Source: an optimization exercise on an open RTL-to-GDS flow (aim: small area, a short achievable clock period and few clock cycles per item). Production flows keep margins and buffers that such runs may drop. Only simulation tests tie the RTL to the original design; equivalence was not proved.

==> v5: inputs <==
// motor_ui_core
module motor_ui_core (
    input  wire        clk,
    input  wire        rst,             
    input  wire        op_valid,
    input  wire [15:0] op_word,
    output wire        op_ready,
    output reg         done,
    output reg  [15:0] result,
    output reg         refused,
    output wire [3:0]  col_drive,
    output reg  [13:0] duty_hb,
    output reg  [13:0] duty_boost,
    output reg  [13:0] duty_buck,
    output reg         pwm_out_en,
    output wire [31:0] rpm,
    output reg         running,
    output reg         vth,
    output reg  [16:0] sp_volt,
    output reg  [16:0] sp_speed,
    output reg  [16:0] sp_max,
    output reg  [1:0]  cur_row,
    output reg  [2:0]  cur_col,
    output reg  [19:0] dig_buf,         
    output reg         digit_entered
);
    localparam [16:0] BATT_CV   = 17'd900;
    localparam [16:0] CEIL_CV   = 17'd2400;
    localparam [13:0] DUTY_FULL = 14'd10000;
    localparam [23:0] EP_MAX    = 24'hFFFFFF;
    reg [15:0] hb;
    reg [47:0] hr;
    reg [3:0]  col_oh;                  
    reg [5:0]  qs0, qs1;                
    reg        qin, qout;
    reg        sp_state;                
    reg [23:0] ep;                      
    reg        ep_small;                
    reg [22:0] rpm_r;
    reg        vlow_r, vhigh_r, mzero_r;    
    assign col_drive = col_oh;
    assign rpm       = {9'd0, rpm_r};
    reg       ib_v;
    reg       ib_scan, ib_speed, ib_ctrl, ib_edge, ib_pop, ib_reset, ib_ref;
    reg       ib_kdig, ib_kup, ib_kdn, ib_klt, ib_krt, ib_kcom, ib_kstar;
    reg [3:0] ib_lo;                    
    reg       ib_above;                 
    reg       ib_sa;                    
    reg       ready_r;                  
    reg       go_r;                     
    assign op_ready = ready_r;
    wire accept = op_valid && ready_r && !rst;
    wire exec   = ib_v && go_r;
    wire [3:0] opc   = op_word[15:12];
    wire       z11_0 = (op_word[11:0] == 12'd0);
    wire [7:0] code  = op_word[7:0];
  ...
make LEC_CHECK=0 CAP_MARGIN=20 CORE_MARGIN=2 CORE_UTILIZATION=40 SETUP_SLACK_MARGIN=5 SLEW_MARGIN=20 finish   # period 10.0 ns
run.sh (not shown) runs the stock make flow with config.mk's settings and CLKGATE_MAP_FILE= SYNTH_SCRIPT=/design/flow/synth_recipe.tcl, a recipe that flattens the netlist after the stock synthesis.
==> v31 (differences from v5) <==
--- a/flow/design.v
+++ b/flow/design.v
@@ -72,42 +72,47 @@
     reg [23:0] ep;                      
     reg        ep_small;                
     reg [22:0] rpm_r;
     reg        vlow_r, vhigh_r, mzero_r;    
     assign col_drive = col_oh;
     assign rpm       = {9'd0, rpm_r};
-    reg       ib_v;
+    reg        a_v;                     
+    reg [15:0] a_w;
+    reg       ib_v;                     
     reg       ib_scan, ib_speed, ib_ctrl, ib_edge, ib_pop, ib_reset, ib_ref;
     reg       ib_kdig, ib_kup, ib_kdn, ib_klt, ib_krt, ib_kcom, ib_kstar;
     reg [3:0] ib_lo;                    
     reg       ib_above;                 
     reg       ib_sa;                    
     reg       ready_r;                  
     reg       go_r;                     
+    reg       exec;                     
+    reg       rst_q;                    
     assign op_ready = ready_r;
     wire accept = op_valid && ready_r && !rst;
-    wire exec   = ib_v && go_r;
-    wire [3:0] opc   = op_word[15:12];
-    wire       z11_0 = (op_word[11:0] == 12'd0);
-    wire [7:0] code  = op_word[7:0];
-    wire       d_scan  = (opc == 4'h1) && (op_word[11:4] == 8'd0);
+    wire b_free = !ib_v || exec;
+    wire move   = a_v && b_free;        
+    wire [3:0] opc   = a_w[15:12];
+    wire       z11_0 = (a_w[11:0] == 12'd0);
+    wire [7:0] code  = a_w[7:0];
+    wire       d_scan  = (opc == 4'h1) && (a_w[11:4] == 8'd0);
     wire       d_speed = (opc == 4'h2);
     wire       d_ctrl  = (opc == 4'h3) && z11_0;
     wire       d_edge  = (opc == 4'h4) && z11_0;
     wire       d_pop   = (opc == 4'h5) && z11_0;
-    wire       d_key   = (opc == 4'h6) && (op_word[11:8] == 4'd0);
+    wire       d_key   = (opc == 4'h6) && (a_w[11:8] == 4'd0);
     wire       d_reset = (opc == 4'h7) && z11_0;
     wire       d_ref   = !(d_scan | d_speed | d_ctrl | d_edge | d_pop | d_key | d_reset);
     wire       d_kdig  = d_key && (code[7:4] == 4'h3) && (code[3:0] <= 4'd9);
     wire       d_kup   = d_key && (code == 8'h41);
     wire       d_kdn   = d_key && (code == 8'h42);
     wire       d_klt   = d_key && (code == 8'h43);
     wire       d_krt   = d_key && (code == 8'h44);
     wire       d_kcom  = d_key && (code == 8'h23);
     wire       d_kstar = d_key && (code == 8'h2A);
-    wire       d_above = (op_word[11:0] >= 12'd1229);
+    wire       d_above = (a_w[11:0] >= 12'd1229);
     reg         rd_start;
     wire        rd_done, rd_last;
     wire [16:0] rd_rpm;
     rhu_div u_div (
         .clk   (clk),
         .start (rd_start),
@@ -135,22 +140,22 @@
         23'd2000000, 23'd3000000, 23'd6000000, 23'd0
     };
     reg        bb_ok, hb_ok;            
     reg [13:0] p_bb, p_hb;
     reg        bg_busy, bg_job;         
     reg [4:0]  bg_cnt;
-    reg [16:0] bg_hi;
+    reg [17:0] bg_hi;                   
     reg [14:0] bg_lo;
     wire vmid_r  = !vlow_r && !vhigh_r;
     wire hb_zero = vhigh_r || mzero_r;
     wire [16:0] bg_b    = bg_job ? sp_max : (vlow_r ? BATT_CV : sp_volt);
     wire [26:0] bg_acc  = {bg_hi[16:0], bg_lo[14:5]};
     wire [26:0] bg_x5   = bg_acc + {bg_acc[24:0], 2'b00};
-    wire [17:0] bg_t    = {bg_hi, bg_lo[14]};
-    wire [18:0] bg_dif  = {1'b0, bg_t} - {2'b0, bg_b};
-    wire        bg_ge   = !bg_dif[18];
+    wire        bg_sub  = !bg_hi[17];
+    wire [18:0] bg_t    = {bg_hi, bg_lo[14]};
+    wire [18:0] bg_nr   = bg_t + (bg_sub ? ~{2'b00, bg_b} : {2'b00, bg_b}) + {18'd0, bg_sub};
     wire [13:0] bg_res  = bg_lo[14:1] + {13'd0, bg_lo[0]};
     reg [16:0] cv;
     reg [2:0]  cv_i;
     reg        cv_ok;                   
     reg [3:0]  cv_d;
     always @* begin
@@ -193,13 +198,14 @@
     wire       w1    = e1_v && f_in;
     wire       w2    = e2_v && f_in && f_oth;
     wire [5:0] d1    = {1'b1, ib_lo[e1], scol, e1};
     wire [5:0] d2    = {1'b1, ib_lo[e2], scol, e2};
     wire [5:0] pop_slot = qout ? qs1 : qs0;
     wire rising    = ib_sa && !sp_state;
-    wire do_reset  = rst || (exec && ib_reset);
+    wire do_reset  = rst   || (exec && ib_reset);    
+    wire do_reset_i = rst_q || (exec && ib_reset);   
     wire do_commit = exec && ib_kcom;
     wire do_digit  = exec && ib_kdig;
     wire do_toggle = exec && (ib_edge || ib_kstar);
     wire commit_v  = do_commit && (cur_row == 2'd0);
     wire commit_sm = do_commit && (cur_row != 2'd0);
     wire do_speed  = exec && ib_speed && !rising;   
@@ -207,63 +213,71 @@
     wire bg_pick    = !bg_busy && (!bb_ok || !hb_ok) && !do_commit;
     wire bg_pjob    = bb_ok;            
     wire bg_skip_bb = bg_pick && !bg_pjob && vhigh_r;
     wire bg_skip_hb = bg_pick &&  bg_pjob && (mzero_r || (sp_speed >= sp_max));
     wire bg_fin_bb  = (bg_last && !bg_job) || bg_skip_bb;
     wire bg_fin_hb  = (bg_last &&  bg_job) || bg_skip_hb;
-    always @* rd_start = do_reset || do_speed || (exec && rising);
-    reg ib_v_n, n_sa, n_ctrl, n_kcom;
+    always @* rd_start = do_reset_i || do_speed || (exec && rising);
+    reg a_v_n, ib_v_n, n_sa, n_ctrl, n_kcom;
     reg running_n, vhigh_n, mzero_n;
     reg sp_state_n, ep_small_n, rd_ok_n, bb_ok_n, hb_ok_n, cv_ok_n, go_n;
     always @* begin
-        ib_v_n = accept ? 1'b1 : (exec ? 1'b0 : ib_v);
-        n_sa   = accept ? (d_speed && d_above) : ib_sa;
-        n_ctrl = accept ? d_ctrl : ib_ctrl;
-        n_kcom = accept ? d_kcom : ib_kcom;
-        if (do_reset)
+        a_v_n  = accept || (a_v && !move);
+        ib_v_n = move || (ib_v && !exec);
+        n_sa   = move ? (d_speed && d_above) : ib_sa;
+        n_ctrl = move ? d_ctrl : ib_ctrl;
+        n_kcom = move ? d_kcom : ib_kcom;
+        if (do_reset_i)
             sp_state_n = 1'b0;
         else if (exec && rising)
             sp_state_n = 1'b1;
         else if (exec && ib_speed && !ib_above)
             sp_state_n = 1'b0;
         else
             sp_state_n = sp_state;
-        if (do_reset || (exec && rising))
+        if (do_reset_i || (exec && rising))
             ep_small_n = 1'b1;
         else if (do_speed)
             ep_small_n = ep_small && (ep[5:0] != 6'd63);
         else
             ep_small_n = ep_small;
         rd_ok_n = ep_small_n || (!rd_start && (rd_done || rd_last));
-        bb_ok_n = do_reset || (!commit_v  && (bb_ok || bg_fin_bb));
-        hb_ok_n = do_reset || (!commit_sm && (hb_ok || bg_fin_hb));
-        cv_ok_n = do_reset || do_commit || (!do_digit && (cv_ok || cv_last));
+        bb_ok_n = do_reset_i || (!commit_v  && (bb_ok || bg_fin_bb));
+        hb_ok_n = do_reset_i || (!commit_sm && (hb_ok || bg_fin_hb));
+        cv_ok_n = do_reset_i || do_commit || (!do_digit && (cv_ok || cv_last));
         if (do_reset)
             running_n = 1'b0;
         else if (do_toggle)
             running_n = !running && !vth;
         else
             running_n = running;
-        vhigh_n = do_reset ? 1'b0 : (commit_v ? (cv >  CEIL_CV) : vhigh_r);
-        mzero_n = do_reset ? 1'b1 : ((commit_sm && cur_row == 2'd2) ? (cv == 17'd0) : mzero_r);
+        vhigh_n = do_reset_i ? 1'b0 : (commit_v ? (cv >  CEIL_CV) : vhigh_r);
+        mzero_n = do_reset_i ? 1'b1 : ((commit_sm && cur_row == 2'd2) ? (cv == 17'd0) : mzero_r);
         go_n    = !((n_sa && !sp_state_n && !rd_ok_n)
                   || (n_ctrl && running_n && ((!bb_ok_n && !vhigh_n)
                                              || (!hb_ok_n && !vhigh_n && !mzero_n)))
                   || (n_kcom && !cv_ok_n));
     end
     always @(posedge clk) begin
+        rst_q <= rst;
         if (rst) begin
+            a_v     <= 1'b0;
             ib_v    <= 1'b0;
             ready_r <= 1'b1;
             go_r    <= 1'b1;
+            exec    <= 1'b0;
         end else begin
+            a_v     <= a_v_n;
             ib_v    <= ib_v_n;
-            ready_r <= !ib_v_n || go_n;
+            ready_r <= !a_v_n || !ib_v_n || go_n;
             go_r    <= go_n;
+            exec    <= ib_v_n && go_n;
         end
-        if (accept) begin
+        if (accept)
+            a_w <= op_word;
+        if (move) begin
             ib_scan  <= d_scan;
             ib_speed <= d_speed;
             ib_ctrl  <= d_ctrl;
             ib_edge  <= d_edge;
             ib_pop   <= d_pop;
             ib_reset <= d_reset;
@@ -272,52 +286,22 @@
             ib_kup   <= d_kup;
             ib_kdn   <= d_kdn;
             ib_klt   <= d_klt;
             ib_krt   <= d_krt;
             ib_kcom  <= d_kcom;
             ib_kstar <= d_kstar;
-            ib_lo    <= op_word[3:0];
+            ib_lo    <= a_w[3:0];
             ib_above <= d_above;
             ib_sa    <= d_speed && d_above;
         end
         done <= !rst && exec;
         if (exec)
             refused <= ib_ref;
         if (exec && ib_pop)
             result <= pop_slot[5] ? {6'd0, 1'b1, pop_slot[4], KEYMAP[8*pop_slot[3:0] +: 8]} : 16'd0;
-        if (do_reset) begin
-            hb            <= 16'd0;
-            hr            <= {16{3'd7}};
-            col_oh        <= 4'b0001;
-            qs0           <= 6'd0;
-            qs1           <= 6'd0;
-            qin           <= 1'b0;
-            qout          <= 1'b0;
-            sp_state      <= 1'b0;
-            ep            <= 24'd1;
-            ep_small      <= 1'b1;
-            rpm_r         <= 23'd0;
-            cur_row       <= 2'd0;
-            cur_col       <= 3'd0;
-            dig_buf       <= 20'd0;
-            digit_entered <= 1'b0;
-            sp_volt       <= 17'd0;
-            sp_speed      <= 17'd0;
-            sp_max        <= 17'd0;
-            vlow_r        <= 1'b1;
-            vhigh_r       <= 1'b0;
-            mzero_r       <= 1'b1;
-            running       <= 1'b0;
-            vth           <= 1'b0;
-            duty_hb       <= 14'd0;
-            duty_boost    <= 14'd0;
-            duty_buck     <= 14'd0;
-            pwm_out_en    <= 1'b0;
-            result        <= 16'd0;
-            refused       <= 1'b0;
-        end else if (exec) begin
+        if (exec) begin
             if (ib_scan) begin
                 case (scol)
                     2'd0: begin hb[3:0]   <= ib_lo; hr[11:0]  <= s_hr; end
                     2'd1: begin hb[7:4]   <= ib_lo; hr[23:12] <= s_hr; end
                     2'd2: begin hb[11:8]  <= ib_lo; hr[35:24] <= s_hr; end
                     default: begin hb[15:12] <= ib_lo; hr[47:36] <= s_hr; end
@@ -415,39 +399,72 @@
                 if (running)
                     running <= 1'b0;
                 else if (!vth)
                     running <= 1'b1;
             end
         end
-        if (do_reset || do_commit) begin
+        if (do_reset_i) begin
+            hb            <= 16'd0;
+            hr            <= {16{3'd7}};
+            qs0           <= 6'd0;
+            qs1           <= 6'd0;
+            qin           <= 1'b0;
+            qout          <= 1'b0;
+            sp_state      <= 1'b0;
+            ep            <= 24'd1;
+            ep_small      <= 1'b1;
+            vlow_r        <= 1'b1;
+            vhigh_r       <= 1'b0;
+            mzero_r       <= 1'b1;
+        end
+        if (do_reset) begin
+            col_oh        <= 4'b0001;
+            rpm_r         <= 23'd0;
+            cur_row       <= 2'd0;
+            cur_col       <= 3'd0;
+            dig_buf       <= 20'd0;
+            digit_entered <= 1'b0;
+            sp_volt       <= 17'd0;
+            sp_speed      <= 17'd0;
+            sp_max        <= 17'd0;
+            running       <= 1'b0;
+            vth           <= 1'b0;
+            duty_hb       <= 14'd0;
+            duty_boost    <= 14'd0;
+            duty_buck     <= 14'd0;
+            pwm_out_en    <= 1'b0;
+            result        <= 16'd0;
+            refused       <= 1'b0;
+        end
+        if (do_reset_i || do_commit) begin
             cv    <= 17'd0;
             cv_ok <= 1'b1;
         end else if (do_digit) begin
             cv    <= 17'd0;
             cv_i  <= 3'd0;
             cv_ok <= 1'b0;
         end else if (!cv_ok) begin
             cv    <= cv * 17'd10 + {13'd0, cv_d};
             cv_i  <= cv_i + 3'd1;
             if (cv_last)
                 cv_ok <= 1'b1;
         end
-        if (do_reset) begin
+        if (do_reset_i) begin
             bb_ok   <= 1'b1;
             hb_ok   <= 1'b1;
             p_bb    <= 14'd0;
             p_hb    <= DUTY_FULL;
             bg_busy <= 1'b0;
         end else begin
             if (bg_busy) begin
                 bg_cnt <= bg_cnt + 5'd1;
                 if (bg_cnt < 5'd4) begin
-                    {bg_hi, bg_lo[14:5]} <= bg_x5;
+                    {bg_hi[16:0], bg_lo[14:5]} <= bg_x5;
                 end else if (!bg_last) begin
-                    bg_hi <= bg_ge ? bg_dif[16:0] : bg_t[16:0];
-                    bg_lo <= {bg_lo[13:0], bg_ge};
+                    bg_hi <= bg_nr[17:0];
+                    bg_lo <= {bg_lo[13:0], !bg_nr[18]};
                 end
                 if (bg_last) begin
                     bg_busy <= 1'b0;
                     if (bg_job) begin p_hb <= bg_res; hb_ok <= 1'b1; end
                     else        begin p_bb <= bg_res; bb_ok <= 1'b1; end
                 end
@@ -458,13 +475,13 @@
                 end else if (bg_skip_hb) begin
                     hb_ok <= 1'b1;
                     p_hb  <= DUTY_FULL;
                 end else begin
                     bg_busy <= 1'b1;
                     bg_cnt  <= 5'd0;
-                    {bg_hi, bg_lo} <= {10'd0, (bg_pjob ? sp_speed :
+                    {bg_hi, bg_lo} <= {11'd0, (bg_pjob ? sp_speed :
                                                (vlow_r ? sp_volt : sp_volt - BATT_CV)), 5'd0};
                 end
             end
             if (commit_v) begin
                 bb_ok <= 1'b0;
                 if (bg_busy && !bg_job) bg_busy <= 1'b0;
==> flow/flow/run.sh (new file) <==
#!/bin/bash
set -euo pipefail
MARGIN=$(cat flow/margin.txt)
bash standard.sh SETUP_SLACK_MARGIN="$MARGIN" finish > layout_make.log 2>&1
==> flow/flow/margin.txt (new file) <==
6.2
==> flow/standard.sh (new file) <==
#!/bin/bash
# synth_recipe.tcl (not shown) runs the flow's synth.tcl, then flattens the netlist and writes it again
# the make line also repeats each setting of config.mk as NAME=value (left out here)
make -C /OpenROAD-flow-scripts/flow DESIGN_CONFIG=/design/flow/config.mk WORK_HOME=/design/flow/orfs CLKGATE_MAP_FILE= SYNTH_SCRIPT=/design/flow/synth_recipe.tcl "${@:-finish}"
- SETUP_SLACK_MARGIN: 5 -> not set
removed: flow/run.sh
==> v13 (differences from v5) <==
- SETUP_SLACK_MARGIN: 5 -> not set
==> run_results.csv <==
group,metric,value,unit
status,status,"complete, no violations",
place,globalplace.congestion,0.8971,
place,placed_cell_area,28320,um^2
floorplanning,taps,855,
place,dpl.hpwl,56710,um
setup_path,r2r-end,"bg_hi[5]",
[end of results for v5]
==> run_results.csv <==
group,metric,value,unit
place,globalplace.congestion,0.9471,
floorplanning,taps,864,
status,status,"complete, no violations",
place,dpl.hpwl,54600,um
place,placed_cell_area,28720,um^2
[end of results for v31]
==> run_results.csv <==
group,metric,value,unit
place,globalplace.congestion,0.8971,
floorplanning,taps,855,
place,placed_cell_area,28320,um^2
status,status,"complete, no violations",
setup_path,r2r-end,"bg_hi[5]",
[end of results for v13]
Testbench counts of v5, summed over its fixed seeds: cycles 24,813, ops 24,000.
Testbench counts of v31, summed over its fixed seeds: cycles 24,821, ops 24,000.
Testbench counts of v13, summed over its fixed seeds: cycles 24,813, ops 24,000.

==> re-timing with driven ports <==
How much do the figures lean on ideal ports? The routed layouts below were timed once more, with nothing changed but the port constraints.
Step 1: set_driving_cell puts a clkbuf_16 on clk and a buf_2 on each other input, an assumption about the parent block.
Step 2, shift: input delay + t, output delay - t, t = (earliest + latest rising clock arrival at the registers) / 2. This alone moves slack from input paths to output paths.
Slacks: ideal / step 1 / step 2; pairs: ideal / step 1.
run	t, ns	setup slack, ns	worst register clock-pin slew, ns
v5	0.662	5.645 / 5.645 / 5.113	0.07 / 0.07
v31	0.647	6.263 / 6.202 / 5.777	0.06 / 0.06
v13	0.663	5.012 / 5.012 / 5.012	0.07 / 0.07
After both steps every run listed still meets setup and hold. For v5, which loses most, drivers alone change the setup slack by 0.000 ns; drivers and shift together by -0.532 ns.
